Source: an optimization exercise on an open RTL-to-GDS flow (aim: small area). Production flows keep margins and buffers that such runs may drop. Function was checked by simulation only, so behaviour that the tests miss may differ from the original. No activity file was given, so power comes from the tool's default toggle rates.

### flow/run.sh
#!/bin/bash
# synth_recipe.tcl (not shown) runs the flow's synth.tcl, then flattens the netlist and writes it again
# the make line also repeats each setting of config.mk as NAME=value (left out here)
make -C /OpenROAD-flow-scripts/flow DESIGN_CONFIG=/design/flow/config.mk WORK_HOME=/design/flow/orfs CLKGATE_MAP_FILE= SYNTH_SCRIPT=/design/flow/synth_recipe.tcl finish
### flow/design.v
module iolu_framer (
    input  wire        clk,
    input  wire        rst,
    input  wire [1:0]  cfg_bitrate,       
    input  wire [7:0]  cfg_preop_pdout,
    input  wire [7:0]  cfg_preop_od,
    input  wire [7:0]  cfg_preop_pdin,
    input  wire [7:0]  cfg_op_pdout,
    input  wire [7:0]  cfg_op_od,
    input  wire [7:0]  cfg_op_pdin,
    input  wire        cmd_valid,
    input  wire [11:0] cmd,
    input  wire [63:0] cmd_ts,
    input  wire [63:0] cmd_te,
    output reg         oct_v,
    output reg         oct_dev,
    output reg  [9:0]  oct_idx,
    output reg         msg_v,
    output reg         msg_kind,          
    output reg  [63:0] msg_t_start,
    output reg  [63:0] msg_t_end,
    output reg         msg_valid,
    output reg  [5:0]  msg_chk_calc,
    output reg  [7:0]  msg_mc,
    output reg  [7:0]  msg_ck,            
    output reg  [7:0]  msg_pd_len,
    output reg  [7:0]  msg_od_len,
    output reg         drop,
    output reg         fatal,
    output reg  [1:0]  fatal_stage,
    output reg  [3:0]  fatal_code,
    output reg  [15:0] fatal_info
);
    localparam [3:0] OP_NOP  = 4'h0;
    localparam [3:0] OP_OCT  = 4'h1;
    localparam [3:0] OP_RSTF = 4'h2;
    localparam [3:0] OP_RSTI = 4'h3;
    localparam [3:0] OP_RSTC = 4'h4;
    localparam [3:0] OP_RSTA = 4'h5;
    localparam [1:0] ST_IDLE   = 2'd0;
    localparam [1:0] ST_MASTER = 2'd1;
    localparam [1:0] ST_DRD    = 2'd2;    
    localparam [1:0] ST_DEVICE = 2'd3;
    localparam [3:0] E_INVALID_MSEQ_TYPE = 4'd3;
    localparam [3:0] E_TIME_ORDER        = 4'd10;
    localparam [3:0] E_BITRATE_UNDEFINED = 4'd11;
    localparam [3:0] E_ILLEGAL_COMMAND   = 4'd12;
    localparam [7:0] CHK_SEED = 8'h52;
    localparam [11:0] TBIT_COM1 = 12'd208;
    localparam [11:0] TBIT_COM2 = 12'd26;
    localparam [11:0] TBIT_COM3 = 12'd4;
    reg  [1:0]  fr_state;
    reg  [63:0] fr_last_end;
    reg         fr_last_end_v;
    reg  [63:0] fr_t_start;
    reg  [9:0]  fr_len;
    reg  [7:0]  fr_mc;         
    reg  [7:0]  fr_ckt;        
    reg  [7:0]  fr_xor;        
    reg         fr_lm_dir;
    reg  [1:0]  fr_lm_mode;
    function [5:0] compress;
        input [7:0] x;
        begin
            compress[5] = x[7] ^ x[5] ^ x[3] ^ x[1];
            compress[4] = x[6] ^ x[4] ^ x[2] ^ x[0];
            compress[3] = x[7] ^ x[6];
            compress[2] = x[5] ^ x[4];
            compress[1] = x[3] ^ x[2];
            compress[0] = x[1] ^ x[0];
        end
    endfunction
    wire [3:0] op  = cmd[11:8];
    wire [7:0] arg = cmd[7:0];
    reg illegal;
    always @(*) begin
        case (op)
            OP_NOP, OP_RSTF, OP_RSTI, OP_RSTA: illegal = (arg != 8'h00);
            OP_OCT:                            illegal = 1'b0;
            OP_RSTC:                           illegal = (arg[7:2] != 6'd0);
            default:                           illegal = 1'b1;
        endcase
    end
    reg [11:0] t_bit;
    reg [11:0] gap_limit;
    always @(*) begin
        case (cfg_bitrate)
            2'd1:    t_bit = TBIT_COM1;
            2'd2:    t_bit = TBIT_COM2;
            default: t_bit = TBIT_COM3;
        endcase
        case (fr_state)
            ST_MASTER: gap_limit = t_bit;
            ST_DRD:    gap_limit = t_bit * 12'd10;
            default:   gap_limit = t_bit * 12'd3;
        endcase
    end
    wire [63:0] gap = cmd_ts - fr_last_end;
    wire err_bitrate = (cfg_bitrate == 2'd0);
    wire err_order1  = (cmd_te < cmd_ts);
    wire err_order2  = fr_last_end_v && (cmd_ts < fr_last_end);
    wire restart     = (fr_state != ST_IDLE) && (gap > {52'd0, gap_limit});
    reg [7:0] len_pd_out, len_od, len_pd_in;
    reg [1:0] len_mode;
    always @(*) begin
        case (len_mode)
            2'd0: begin len_pd_out = 8'd0;            len_od = 8'd1;         len_pd_in = 8'd0;           end
            2'd1: begin len_pd_out = cfg_preop_pdout; len_od = cfg_preop_od; len_pd_in = cfg_preop_pdin; end
            2'd2: begin len_pd_out = cfg_op_pdout;    len_od = cfg_op_od;    len_pd_in = cfg_op_pdin;    end
            default: begin len_pd_out = 8'd0;         len_od = 8'd0;         len_pd_in = 8'd0;           end
        endcase
    end
    reg  [1:0]  n_state;
    reg  [63:0] n_t_start;
    reg  [9:0]  n_len;
    reg  [7:0]  n_mc;
    reg  [7:0]  n_ckt;
    reg  [7:0]  n_xor;
    reg         n_lm_dir;
    reg  [1:0]  n_lm_mode;
    reg  [9:0]  idx;            
    reg         is_dev;         
    reg         err_mseq;
    reg         done;
    reg  [7:0]  pd_len, od_len;
    reg  [9:0]  expect_len;
    reg  [1:0]  cur_state;
    always @(*) begin
        cur_state = restart ? ST_IDLE : fr_state;
        n_state   = cur_state;
        n_t_start = fr_t_start;
        n_len     = fr_len;
        n_mc      = fr_mc;
        n_ckt     = fr_ckt;
        n_xor     = fr_xor;
        n_lm_dir  = fr_lm_dir;
        n_lm_mode = fr_lm_mode;
        idx       = 10'd0;
        is_dev    = 1'b0;
        err_mseq  = 1'b0;
        done      = 1'b0;
        pd_len    = 8'd0;
        od_len    = 8'd0;
        expect_len = 10'd0;
        len_mode  = 2'd0;
        case (cur_state)
            ST_IDLE: begin
                idx       = 10'd0;
                n_state   = ST_MASTER;
                n_t_start = cmd_ts;
                n_len     = 10'd1;
                n_mc      = arg;
                n_xor     = arg;
            end
            ST_MASTER: begin
                idx   = fr_len;
                n_len = fr_len + 10'd1;
                n_xor = fr_xor ^ arg;
                if (fr_len == 10'd1)
                    n_ckt = arg;
            end
            ST_DRD: begin
                idx       = 10'd0;
                is_dev    = 1'b1;
                n_state   = ST_DEVICE;
                n_t_start = cmd_ts;
                n_len     = 10'd1;
                n_xor     = arg;
            end
            default: begin
                idx    = fr_len;
                is_dev = 1'b1;
                n_len  = fr_len + 10'd1;
                n_xor  = fr_xor ^ arg;
            end
        endcase
        if (n_state == ST_MASTER && n_len >= 10'd2) begin
            len_mode = n_ckt[7:6];
            if (n_ckt[7:6] == 2'd3) begin
                err_mseq = 1'b1;
            end else begin
                pd_len     = len_pd_out;
                od_len     = n_mc[7] ? 8'd0 : len_od;
                expect_len = 10'd2 + {2'b00, pd_len} + {2'b00, od_len};
                if (n_len == expect_len) begin
                    done      = 1'b1;
                    n_lm_dir  = n_mc[7];
                    n_lm_mode = n_ckt[7:6];
                    n_state   = ST_DRD;
                    n_len     = 10'd0;
                end
            end
        end else if (n_state == ST_DEVICE) begin
            len_mode   = fr_lm_mode;
            pd_len     = len_pd_in;
            od_len     = fr_lm_dir ? len_od : 8'd0;
            expect_len = {2'b00, od_len} + {2'b00, pd_len} + 10'd1;
            if (n_len == expect_len) begin
                done    = 1'b1;
                n_state = ST_IDLE;
                n_len   = 10'd0;
            end
        end
    end
    wire [7:0] chk_byte = is_dev ? arg : n_ckt;
    wire [5:0] chk_calc = compress(CHK_SEED ^ n_xor ^ {2'b00, chk_byte[5:0]});
    task framer_reset;
        begin
            fr_state      <= ST_IDLE;
            fr_last_end   <= 64'd0;
            fr_last_end_v <= 1'b0;
            fr_t_start    <= 64'd0;
            fr_len        <= 10'd0;
            fr_mc         <= 8'd0;
            fr_ckt        <= 8'd0;
            fr_xor        <= 8'd0;
            fr_lm_dir     <= 1'b0;
            fr_lm_mode    <= 2'd0;
        end
    endtask
    task fatal_clear;
        begin
            fatal       <= 1'b0;
            fatal_stage <= 2'd0;
            fatal_code  <= 4'd0;
            fatal_info  <= 16'd0;
        end
    endtask
    task raise;
        input [1:0]  stage;
        input [3:0]  code;
        input [15:0] info;
        begin
            fatal       <= 1'b1;
            fatal_stage <= stage;
            fatal_code  <= code;
            fatal_info  <= info;
        end
    endtask
    always @(posedge clk) begin
        oct_v <= 1'b0;
        msg_v <= 1'b0;
        drop  <= 1'b0;
        if (rst) begin
            framer_reset;
            fatal_clear;
            oct_dev      <= 1'b0;
            oct_idx      <= 10'd0;
            msg_kind     <= 1'b0;
            msg_t_start  <= 64'd0;
            msg_t_end    <= 64'd0;
            msg_valid    <= 1'b0;
            msg_chk_calc <= 6'd0;
            msg_mc       <= 8'd0;
            msg_ck       <= 8'd0;
            msg_pd_len   <= 8'd0;
            msg_od_len   <= 8'd0;
        end else if (cmd_valid) begin
            if (fatal) begin
                if (cmd == {OP_RSTA, 8'h00}) begin
                    framer_reset;
                    fatal_clear;
                end
            end else if (illegal) begin
                raise(2'd0, E_ILLEGAL_COMMAND, {4'd0, cmd});
            end else begin
                case (op)
                    OP_OCT: begin
                        if (err_bitrate)
                            raise(2'd1, E_BITRATE_UNDEFINED, 16'd0);
                        else if (err_order1)
                            raise(2'd1, E_TIME_ORDER, 16'd1);
                        else if (err_order2)
                            raise(2'd1, E_TIME_ORDER, 16'd2);
                        else if (err_mseq)
                            raise(2'd1, E_INVALID_MSEQ_TYPE, 16'd3);
                        else begin
                            fr_state      <= n_state;
                            fr_t_start    <= n_t_start;
                            fr_len        <= n_len;
                            fr_mc         <= n_mc;
                            fr_ckt        <= n_ckt;
                            fr_xor        <= n_xor;
                            fr_lm_dir     <= n_lm_dir;
                            fr_lm_mode    <= n_lm_mode;
                            fr_last_end   <= cmd_te;
                            fr_last_end_v <= 1'b1;
                            drop    <= restart;
                            oct_v   <= 1'b1;
                            oct_dev <= is_dev;
                            oct_idx <= idx;
                            if (done) begin
                                msg_v        <= 1'b1;
                                msg_kind     <= is_dev;
                                msg_t_start  <= n_t_start;
                                msg_t_end    <= cmd_te;
                                msg_valid    <= (chk_calc == chk_byte[5:0]);
                                msg_chk_calc <= chk_calc;
                                msg_mc       <= is_dev ? 8'd0 : n_mc;
                                msg_ck       <= chk_byte;
                                msg_pd_len   <= pd_len;
                                msg_od_len   <= od_len;
                            end
                        end
                    end
                    OP_RSTF: framer_reset;
                    OP_RSTA: begin
                        framer_reset;
                        fatal_clear;
                    end
                    default: ;    
                endcase
            end
        end
    end
endmodule
### flow/config.mk
export PLATFORM = sky130hd
export DESIGN_NAME = iolu_framer
export DESIGN_NICKNAME = iolu_framer
export VERILOG_FILES = /design/flow/design.v
export SDC_FILE = /design/flow/constraint.sdc
export NUM_CORES = 4
export LEC_CHECK = 0
export CAP_MARGIN = 20
export CORE_MARGIN = 2
export CORE_UTILIZATION = 40
export SLEW_MARGIN = 20
### flow/constraint.sdc
create_clock -name core_clock -period 14.0 [get_ports {clk}]
set_input_delay 2.8000 -clock core_clock [delete_from_list [all_inputs] [get_ports {clk}]]
set_output_delay 2.8000 -clock core_clock [all_outputs]
set_load 0.01 [all_outputs]
==> run summary <==
run status=no timing/DRC/antenna violations; met3 Resource Use GR=3.85%; synth-to-layout area growth=25.0%; slowest stage delay, CP=700 ps; Cell Rows=90; Warnings, synthesis=1; DRT Pass-1 Iters=7; GRT overflow=0; DRC=0; maximum vdd drop=0.0000642 V; vias in the first global route=24411; beginning of the worst hold path=msg_t_end[44]$_SDFFE_PP0P_; Register Area=7350 µm²; clock skew=23.2 ps; Most used DFF post-synth=dfxtp_1; Die Y=251 µm; final setup fails=0; IO Pins=398; die width=251 µm; DR vias/cell=5.73; setup TNS=0 ps; Post-synth top cells=nand2_1, dfxtp_1, a21oi_1; Worst path top cell family by delay=compound AO/OA/AOI/OAI gates; fin crit share=92.8%; type of element launching the critical path=input port; DR iter-0 viols=1832; antenna-violating nets left=0; Worst-path clk slew=60 ps; Lkg Pwr=11.5 nW; WL/cell=20.9 µm; Syn Area/Cell=7.64 µm²; number of CTS-inserted buffers=43; full die area=62900 µm²; type of the most critical hold path=reg -> reg; CP max stage cell=a2111oi_1; max-cap violations=0; Rel. slew slack=27.6%; clock latency on the worst-skew pair=580 ps; most instantiated library cell after synthesis=nand2_1; Hold Slack=449 ps; postcts setup bufs=0; clock buffer depth=3; area fraction of the dominant cell type after synthesis=30.1%; reg2reg start=fr_state[0]$_SDFFE_PP0P_; #FFs+latches synth=367; area of the multi-input gates=15400 µm²; Critical Path AT=13470 ps; worst r2r path cells=43; max-slew violations=0; global-route wire length before repair=140 mm; Fmax=0.0770 GHz; hold path cells=2; EDFF count, synth=0; Worst EP required=14480 ps; fraction of registers with async set/reset=0%; total track usage=27.7%; met1 Use GR=37.4%; crit path buf inv count=8; total detailed-routing wirelength=89.8 mm; sequential element share of the synthesized area=30.1%; Netlist Area Pre-Place=24400 µm²; critical path class=in -> reg; CTS root buffer=clkbuf_16; final core utilization=50.5%; crit path launch=cmd_ts[0]; Via Count=24615; Port Buf Inserts=392; Post-Syn Instances=3189; CP max FO=21; largest net degree at the start of global routing=154; post-CTS sizing=0; Yosys top cell by area=dfxtp_1; initial antenna violation count=1; layout cells sized above 1=6.46%; minimum clock period=12990 ps; core area=60400 µm²; CP dominant cell by count=ha_1; Crit path depth=47; Crit. End Element=register; Initial Util=40.4%; RSZ-0062 raised after global routing=false; Filler Cells Inserted=5861; NumNets Final=3859; worst slew pin tran=1060 ps; hpwl dp=69.1 mm; Global Route met2 Usage=47.0%; GP Congestion=0.947; htree depth=2; Synth area leaders=dfxtp_1, ha_1, a21oi_1; PwrDens=86.6 nW/µm²; Fin. Hold Viols=0; GR peak layer=met2; clk sinks=367; hold-fix buffers at CTS=0; CTS tree=built; Cell variety after synth=93
==> final cells by class <==
type / instances / share of cell area (%)
Clock inverter: 14 / 0.591
Timing Repair Buffer: 471 / 15.3
Clock buffer: 58 / 3.91
Sequential cell: 367 / 24.1
Antenna cell: 3 / 0.0246
Multi-Input combinational cell: 2418 / 50.6
Tap cell: 782 / 3.21
Inverter: 186 / 2.29
==> layout by cell type (no fill, tap or decap), types with 17 or more instances in the layout <==
cell             count
o21a_1              32
a22oi_1            103
a21oi_1            342
xor2_1              28
xnor2_1             53
o21ai_0             93
nor2_1             318
dfxtp_1            367
nand2b_1            24
ha_1               176
nor3_1              53
clkbuf_16           43
nor2b_1             17
o211ai_1            19
a211oi_2            32
nand4_1             68
a21o_1              54
buf_4               69
nand3_1            125
nand2_1            389
clkdlybuf4s50_1    391
inv_1              185
or3_1               28
nor4_1              18
a211oi_1            74
mux2i_1             93
==> cell families (layout without fill, tap and decap cells) <==
group                      Yosys count  in the layout  share of synthesized area (%)
muxes                              100            100                           4.14
DFF                                367            367                           30.1
and+or+nand+nor                   1127           1127                           21.2
buffers and inverters              408            729                           6.94
xor gates and xnor gates            83             83                           3.10
other                                1              8                         0.0154
adders and majority gates          179            179                           9.28
AOI/OAI and AO/OA                  924            924                           25.2
==> state kept, by name (all words and copies together), names as in the netlist, 10 cells and up <==
signal       count
fr_last_end     64
msg_t_start     64
fatal_info      12
oct_idx         10
fr_t_start      64
fr_len          10
msg_t_end       64
==> worst paths after layout <==
path | endpoint | slack, ps
setup reg to reg | msg_chk_calc[3]$_SDFFE_PP0P_ | 3280
hold reg to reg | msg_t_end[44]$_SDFFE_PP0P_ | 450
hold / removal | msg_t_end[44]$_SDFFE_PP0P_ | 450
setup / recovery | msg_chk_calc[3]$_SDFFE_PP0P_ | 1010
==> power breakdown <==
| part | internal (W) | leakage (nW) | switching, W |
|---|---|---|---|
| Clock | 0.000667 | 0.676 | 0.000460 |
| Combinational | 0.000174 | 7.91 | 0.000278 |
| Sequential | 0.00105 | 2.96 | 0.00000551 |
==> layer usage <==
metal	up-vias	wire length [µm]
met5	-	0
met4	0	1610
met3	107	4590
met2	645	42300
met1	11897	41400
li1	11966	-
==> metrics by stage <==
| stage | instances | area [µm²] | worst slack [ps] | total power (W) |
|---|---|---|---|---|
| CTS | 4295 | 30400 | 663 | 0.00266 |
| finish | 4299 | 30500 | 1010 | 0.00264 |
| global route | 4296 | 30500 | 181 | 0.00274 |
| global placement | 4223 | 29100 | 269 | 0.00152 |
| detailed placement | 4223 | 29100 | 118 | 0.00153 |
| floorplan | 3193 | 24400 | 1520 | 0.00134 |
==> tightest hold or removal path, delay by kind of cell, from the launching register on <==
family,cells,cell delay (ps)
DFF,1,300
AOI/OAI and AO/OA,1,50
and+or+nand+nor,1,50

[afterwards: timing with drivers on the ports]
The flow's constraints put no driver on any port. The routed layout listed below was extracted and timed again, unchanged, in two steps.
Step 1 sets driving cells, clkbuf_16 on the clock port and buf_2 on the other inputs (assumed; they add their load-dependent delay and slew).
Step 2 adds t to the input delays and takes it off the output delays; t is the mean of the earliest and latest rising clock arrival at the registers after step 1. Input paths then give back, and output paths get back, about the clock's delay inside the block.
Three values: ideal, step 1, step 2; two values: the first two.
shift t [ns]: 0.633
slack for setup (ns): 1.009 / 1.034 / 0.401
worst slew at a driven data input, ns: 0.14
cell pins on the clock port's net: 1
After both steps setup and hold are still met in this run. For this run, drivers alone change the setup slack by +0.025 ns; drivers and shift together by -0.608 ns.
